Background: an optimization exercise with open tools, aiming at small area, a short achievable clock period and few clock cycles. Do not read the settings as production practice. At most, simulation tests tie the RTL to the original design; equivalence was not proved. Power and IR drop assume default switching activity.

==> inputs of job 7511 <==
## psyn_core
module psyn_core (
    input  wire        clk,
    input  wire        rst,
    input  wire        op_valid,
    input  wire        op_tick,
    input  wire [31:0] op_word,
    output wire        op_ready,
    output wire        resp_valid,
    output wire [2:0]  resp_status,
    output wire [15:0] resp_sample
);
clock: 90.0 ns
lec_check: 0
abc_area: 1
cap_margin: 20
core_margin: 2
core_utilization: 65
slew_margin: 20
run.sh (not shown) runs the stock make flow with config.mk's settings and CLKGATE_MAP_FILE= SYNTH_SCRIPT=/design/flow/synth_recipe.tcl, a recipe that flattens the netlist after the stock synthesis.
==> inputs of job 2050, as changes to job 7511 <==
--- a/flow/design.v
+++ b/flow/design.v
@@ -1275,15 +1275,23 @@
     endfunction
     wire [49:0] bl1a = csa(brow0, brow1, brow2);
     wire [49:0] bl1b = csa(brow3, brow4, bcor);
     wire [49:0] bl2  = csa(bl1a[24:0], bl1a[49:25], bl1b[24:0]);
     wire [49:0] bl3  = csa(bl2[24:0], bl2[49:25], bl1b[49:25]);
     wire signed [24:0] prod = bl3[24:0] + bl3[49:25];
-    wire signed [24:0] shd = prod >>> SC0;
-    wire signed [15:0] smp = (shd > 25'sd32767)  ? 16'sh7FFF :
-                             (shd < -25'sd32768) ? 16'sh8000 : shd[15:0];
+    wire [40:0] pext = {{16{prod[24]}}, prod};
+    wire [15:0] shw  = pext >> SC0;
+    reg  [9:0]  psame;     
+    integer     pj;
+    always @(*) begin
+        psame[9] = 1'b1;
+        for (pj = 8; pj >= 0; pj = pj - 1)
+            psame[pj] = psame[pj+1] && (prod[15+pj] == prod[24]);
+    end
+    wire        povf = (SC0 <= 5'd9) && !psame[SC0];
+    wire [15:0] smp  = povf ? {prod[24], {15{!prod[24]}}} : shw;
     wire ramp = (IV0 != 16'd0) && (C0 == 16'd0);
     wire signed [17:0] f_sum = $signed({2'b00, F0}) + $signed({{2{FS0[15]}}, FS0});
     wire [15:0] f_ramped = (f_sum < 0) ? 16'd0 :
                            (f_sum > 18'sd16000) ? 16'd16000 : f_sum[15:0];
     wire signed [9:0] a_sum = $signed({2'b00, AM0}) + $signed({{2{AS0[7]}}, AS0});
     wire [15:0] c_inc = C0 + 16'd1;
@@ -1431,14 +1439,14 @@
         end else begin
             if (accept)
                 q_wr <= !q_wr;
             if (exec)
                 q_rd <= !q_rd;
             q_cnt  <= q_cnt + {1'b0, accept} - {1'b0, exec};
-            q_full <= (q_cnt + {1'b0, accept} - {1'b0, exec}) == 2'd2;
-            q_rdy  <= (q_cnt + {1'b0, accept} - {1'b0, exec}) != 2'd2;
+            q_full <= (q_cnt == 2'd2 && !exec) || (q_cnt == 2'd1 && accept && !exec);
+            q_rdy  <= !((q_cnt == 2'd2 && !exec) || (q_cnt == 2'd1 && accept && !exec));
             dl_v   <= {dl_v[6:0], exec};
             rv_q   <= dl_v[7];
         end
         rs_q <= mfinal ? mix_sat : 16'd0;
         rst_d <= rst;
         if (rst_d) begin
- CTS_BUF_LIST: unset -> sky130_fd_sc_hd__clkbuf_8
- CTS_CLUSTER_SIZE: unset -> 30
==> summary of the runs <==
Power: job 2050 is lower than job 7511 (about 1.8%).
Of job 7511 and job 2050, job 7511 has the higher maximum frequency (gap 1.1%, measured against job 2050).
Between job 2050 and job 7511, the lower worst hold slack is in job 7511 (gap 26 ps).
Of job 2050 and job 7511, job 2050 has the higher non-clock buffer count (gap 17).
Of job 7511 and job 2050, job 7511 has the higher synthesized cell count (gap about 1.5%, measured against job 2050).
Against job 7511, the utilization of job 2050 is lower by 0.25 points.
Of job 7511 and job 2050, job 7511 has the higher first-iteration DRC count (gap about 5.4%, measured against job 2050).
Of job 2050 and job 7511, job 2050 has the higher register-to-register slack (gap 200 ps).
Against job 2050, the sequential share of layout area of job 7511 is lower by 0.31 points.
In sequential power, job 2050 and job 7511 hardly differ.
==> figures <==
item	job 7511	job 2050
Result of the run	timing/DRC/antenna clean	timing/DRC/antenna clean
Worst max-slew margin expressed relative to the limit	16.9%	22.2%
Capture endpoint of the worst hold path	rIV[100]	rC[101]
Critical R2R Launch	p2_fm[0]	p2_fm[1]
Met3 WL post-DR	11100 um	12500 um
Psw	0.386 mW	0.409 mW
Unique cell type count in the Yosys netlist	70	76
Number of global-route vias before repair	50800	50900
Core Box Area	98400 sq um	98000 sq um
Horizontal extent of the die	319 um	318 um
Total area of sequential cells	27200 sq um	27200 sq um
Worst flop-to-flop path endpoint	p1_t1[2]	p1_t1[3]
Global-route wire length before repair	270000 um	272000 um
Clock buffer instance count of the final layout	169	244
DR vias/cell	5.77	5.70
Power density over the cells	19.5 nW/um^2	19.3 nW/um^2
Area of the multi-input gates	31700 sq um	31600 sq um
Ratio of cells with drive above 1 in the final layout	5.26%	6.60%
Top layer in use	met4	met5
Placed cell count	9010	8919
Buffers, non-clock	106	123
No run of this note included a check of the RTL's function; only the layout flow was run.

==> trial 79 <==
RTL: one of the versions met above, not the one the previous note started from.
Settings: LEC_CHECK=0, ABC_AREA=1, CAP_MARGIN=20, CORE_MARGIN=2, CORE_UTILIZATION=65, CTS_BUF_LIST=sky130_fd_sc_hd__clkbuf_4 sky130_fd_sc_hd__clkbuf_8, CTS_CLUSTER_DIAMETER=50, CTS_CLUSTER_SIZE=20, SLEW_MARGIN=20; clock period 90.0 ns.
==> inputs of build 29, as changes to trial 79 <==
--- a/flow/design.v
+++ b/flow/design.v
@@ -1085,16 +1085,15 @@
     reg [15:0] dv_r;
     reg [15:0] dv_t;
     reg [15:0] dv_i;
     reg [24:0] q0, q1;     
     reg        q_rd, q_wr;
     reg [1:0]  q_cnt;
     reg        q_full;
-    reg        q_rdy;      
-    assign op_ready = q_rdy;
+    assign op_ready = !q_full;
     wire accept = op_valid && !q_full;
     wire [24:0] cur     = q_rd ? q1 : q0;
     wire        have    = (q_cnt != 2'd0);
     wire        c_tick  = cur[24];
     wire [3:0]  c_kind  = cur[23:20];
     wire [3:0]  c_chan  = cur[19:16];
     wire [15:0] c_val   = cur[15:0];
@@ -1238,61 +1237,36 @@
     wire is_dc    = (F0 == 16'd0);
     wire is_noise = (F0 == 16'hFFFF);
     wire [8:0] nz  = lfsr[8:0];
     wire [8:0] nzm = nz[8] ? (9'd0 - nz) : nz;    
     wire [8:0] mag = is_dc ? 9'd1 : is_noise ? nzm : {1'b0, lut_val};
     wire       sgn = is_dc ? 1'b0 : is_noise ? nz[8] : sin_neg;
     wire [10:0] bm = {2'b00, mag};
-    reg  [24:0] brow0, brow1, brow2, brow3, brow4, bcor;
-    reg  [24:0] bpp;
-    reg  [2:0]  bg;
-    reg         bs1, bs2, bng;
-    integer     bi;
+    reg signed [24:0] prod;
+    reg [24:0] bpp, bcor;
+    reg [2:0]  bg;
+    reg        bs1, bs2, bng;
+    integer    bi;
     always @(*) begin
+        prod = 25'sd0;
         bcor = 25'd0;
-        brow0 = 25'd0; brow1 = 25'd0; brow2 = 25'd0; brow3 = 25'd0; brow4 = 25'd0;
         for (bi = 0; bi < 5; bi = bi + 1) begin
             bg  = (bi == 0) ? {bm[1:0], 1'b0} : bm[2*bi+1 -: 3];
             bs1 = bg[1] ^ bg[0];
             bs2 = (bg == 3'b011) || (bg == 3'b100);
             bng = (bg[2] ^ sgn) && (bg != 3'b000) && (bg != 3'b111);
             bpp = (bs1 ? {{7{amp[17]}}, amp} : bs2 ? {{6{amp[17]}}, amp, 1'b0} : 25'd0) ^ {25{bng}};
-            case (bi)
-                0: brow0 = bpp;
-                1: brow1 = bpp << 2;
-                2: brow2 = bpp << 4;
-                3: brow3 = bpp << 6;
-                default: brow4 = bpp << 8;
-            endcase
-            bcor[2*bi] = bng;
+            prod = prod + $signed(bpp << (2*bi));
+            bcor = bcor | ({24'd0, bng} << (2*bi));
         end
+        prod = prod + $signed(bcor);
     end
-    function [49:0] csa;
-        input [24:0] x, y, z;
-        begin
-            csa[24:0]  = x ^ y ^ z;
-            csa[49:25] = {((x & y) | (x & z) | (y & z)), 1'b0};
-        end
-    endfunction
-    wire [49:0] bl1a = csa(brow0, brow1, brow2);
-    wire [49:0] bl1b = csa(brow3, brow4, bcor);
-    wire [49:0] bl2  = csa(bl1a[24:0], bl1a[49:25], bl1b[24:0]);
-    wire [49:0] bl3  = csa(bl2[24:0], bl2[49:25], bl1b[49:25]);
-    wire signed [24:0] prod = bl3[24:0] + bl3[49:25];
-    wire [40:0] pext = {{16{prod[24]}}, prod};
-    wire [15:0] shw  = pext >> SC0;
-    reg  [9:0]  psame;     
-    integer     pj;
-    always @(*) begin
-        psame[9] = 1'b1;
-        for (pj = 8; pj >= 0; pj = pj - 1)
-            psame[pj] = psame[pj+1] && (prod[15+pj] == prod[24]);
-    end
-    wire        povf = (SC0 <= 5'd9) && !psame[SC0];
-    wire [15:0] smp  = povf ? {prod[24], {15{!prod[24]}}} : shw;
+    wire signed [24:0] shd = prod >>> SC0;
+    wire signed [15:0] smp = (shd > 25'sd32767)  ? 16'sh7FFF :
+                             (shd < -25'sd32768) ? 16'sh8000 : shd[15:0];
     wire ramp = (IV0 != 16'd0) && (C0 == 16'd0);
     wire signed [17:0] f_sum = $signed({2'b00, F0}) + $signed({{2{FS0[15]}}, FS0});
     wire [15:0] f_ramped = (f_sum < 0) ? 16'd0 :
                            (f_sum > 18'sd16000) ? 16'd16000 : f_sum[15:0];
     wire signed [9:0] a_sum = $signed({2'b00, AM0}) + $signed({{2{AS0[7]}}, AS0});
     wire [15:0] c_inc = C0 + 16'd1;
     wire step = proc && en_mask[h];
@@ -1429,25 +1403,23 @@
             else      q0 <= {op_tick, op_word[31:24], op_word[15:0]};
         end
         if (rst) begin
             q_rd   <= 1'b0;
             q_wr   <= 1'b0;
             q_cnt  <= 2'd0;
             q_full <= 1'b0;
-            q_rdy  <= 1'b1;
             dl_v   <= 8'd0;
             rv_q   <= 1'b0;
         end else begin
             if (accept)
                 q_wr <= !q_wr;
             if (exec)
                 q_rd <= !q_rd;
             q_cnt  <= q_cnt + {1'b0, accept} - {1'b0, exec};
-            q_full <= (q_cnt == 2'd2 && !exec) || (q_cnt == 2'd1 && accept && !exec);
-            q_rdy  <= !((q_cnt == 2'd2 && !exec) || (q_cnt == 2'd1 && accept && !exec));
+            q_full <= (q_cnt + {1'b0, accept} - {1'b0, exec}) == 2'd2;
             dl_v   <= {dl_v[6:0], exec};
             rv_q   <= dl_v[7];
         end
         rs_q <= mfinal ? mix_sat : 16'd0;
         rst_d <= rst;
         if (rst_d) begin
             h         <= 3'd0;
- ABC_AREA: 1 -> default
- CORE_UTILIZATION: 65 -> 40
- CTS_BUF_LIST: sky130_fd_sc_hd__clkbuf_4 sky130_fd_sc_hd__clkbuf_8 -> default
- CTS_CLUSTER_DIAMETER: 50 -> default
- CTS_CLUSTER_SIZE: 20 -> default
==> results.json <==
{
  "status": "complete, no violations",
  "synthAdderAreaFrac": 0.129,
  "gp_congestion": 0.918,
  "ys_ff_latch": 1313,
  "hold_ws_ns": 0.293,
  "wl_met3_microns": 10700
}
# the run above: build 29

==> results.json <==
{
  "seqCellArea_sq_um": 27200,
  "ys_ff_latch": 1314,
  "cp_num_buf_inv": 1,
  "cts_resized": 0,
  "hold_ws_ns": 0.304,
  "gp_congestion": 0.980,
  "synth_most_common_cell": "nand2_1",
  "worstMarginPinSlew_ns": 1.12,
  "grtUsageTotal": 0.330,
  "status": "complete, no violations",
  "synthAdderAreaFrac": 0.130
}
# the run above: trial 79

Testbench counts of build 29, summed over its fixed seeds: cycles 24,032.
The RTL of trial 79 was laid out without a check of its function.

[static timing again, ports no longer ideal]
The results above use ideal ports. As a check the final layouts listed here were re-extracted and re-timed, cells and wires unchanged.
Step 1, drivers: a clkbuf_16 drives clk and a buf_2 each remaining input, both assumed.
Step 2, shift: input delay + t, output delay - t, t = (earliest + latest rising clock arrival at the registers) / 2. This alone moves slack from input paths to output paths.
Three values: ideal ports, drivers, drivers and shift; two values: the first two.
run | shift t [ns] | setup slack, ns | worst slew at a driven data input, ns
job 7511 | 0.770 | 70.450 / 70.375 / 70.485 | 0.06
job 2050 | 0.932 | 70.240 / 70.171 / 70.230 | 0.06
trial 79 | 0.883 | 70.284 / 70.212 / 70.291 | 0.06
build 29 | 0.823 | 70.300 / 70.226 / 70.391 | 0.06
After both steps setup and hold are still met in every run listed. For job 2050, which loses most, drivers alone change the setup slack by -0.069 ns; drivers and shift together by -0.010 ns.
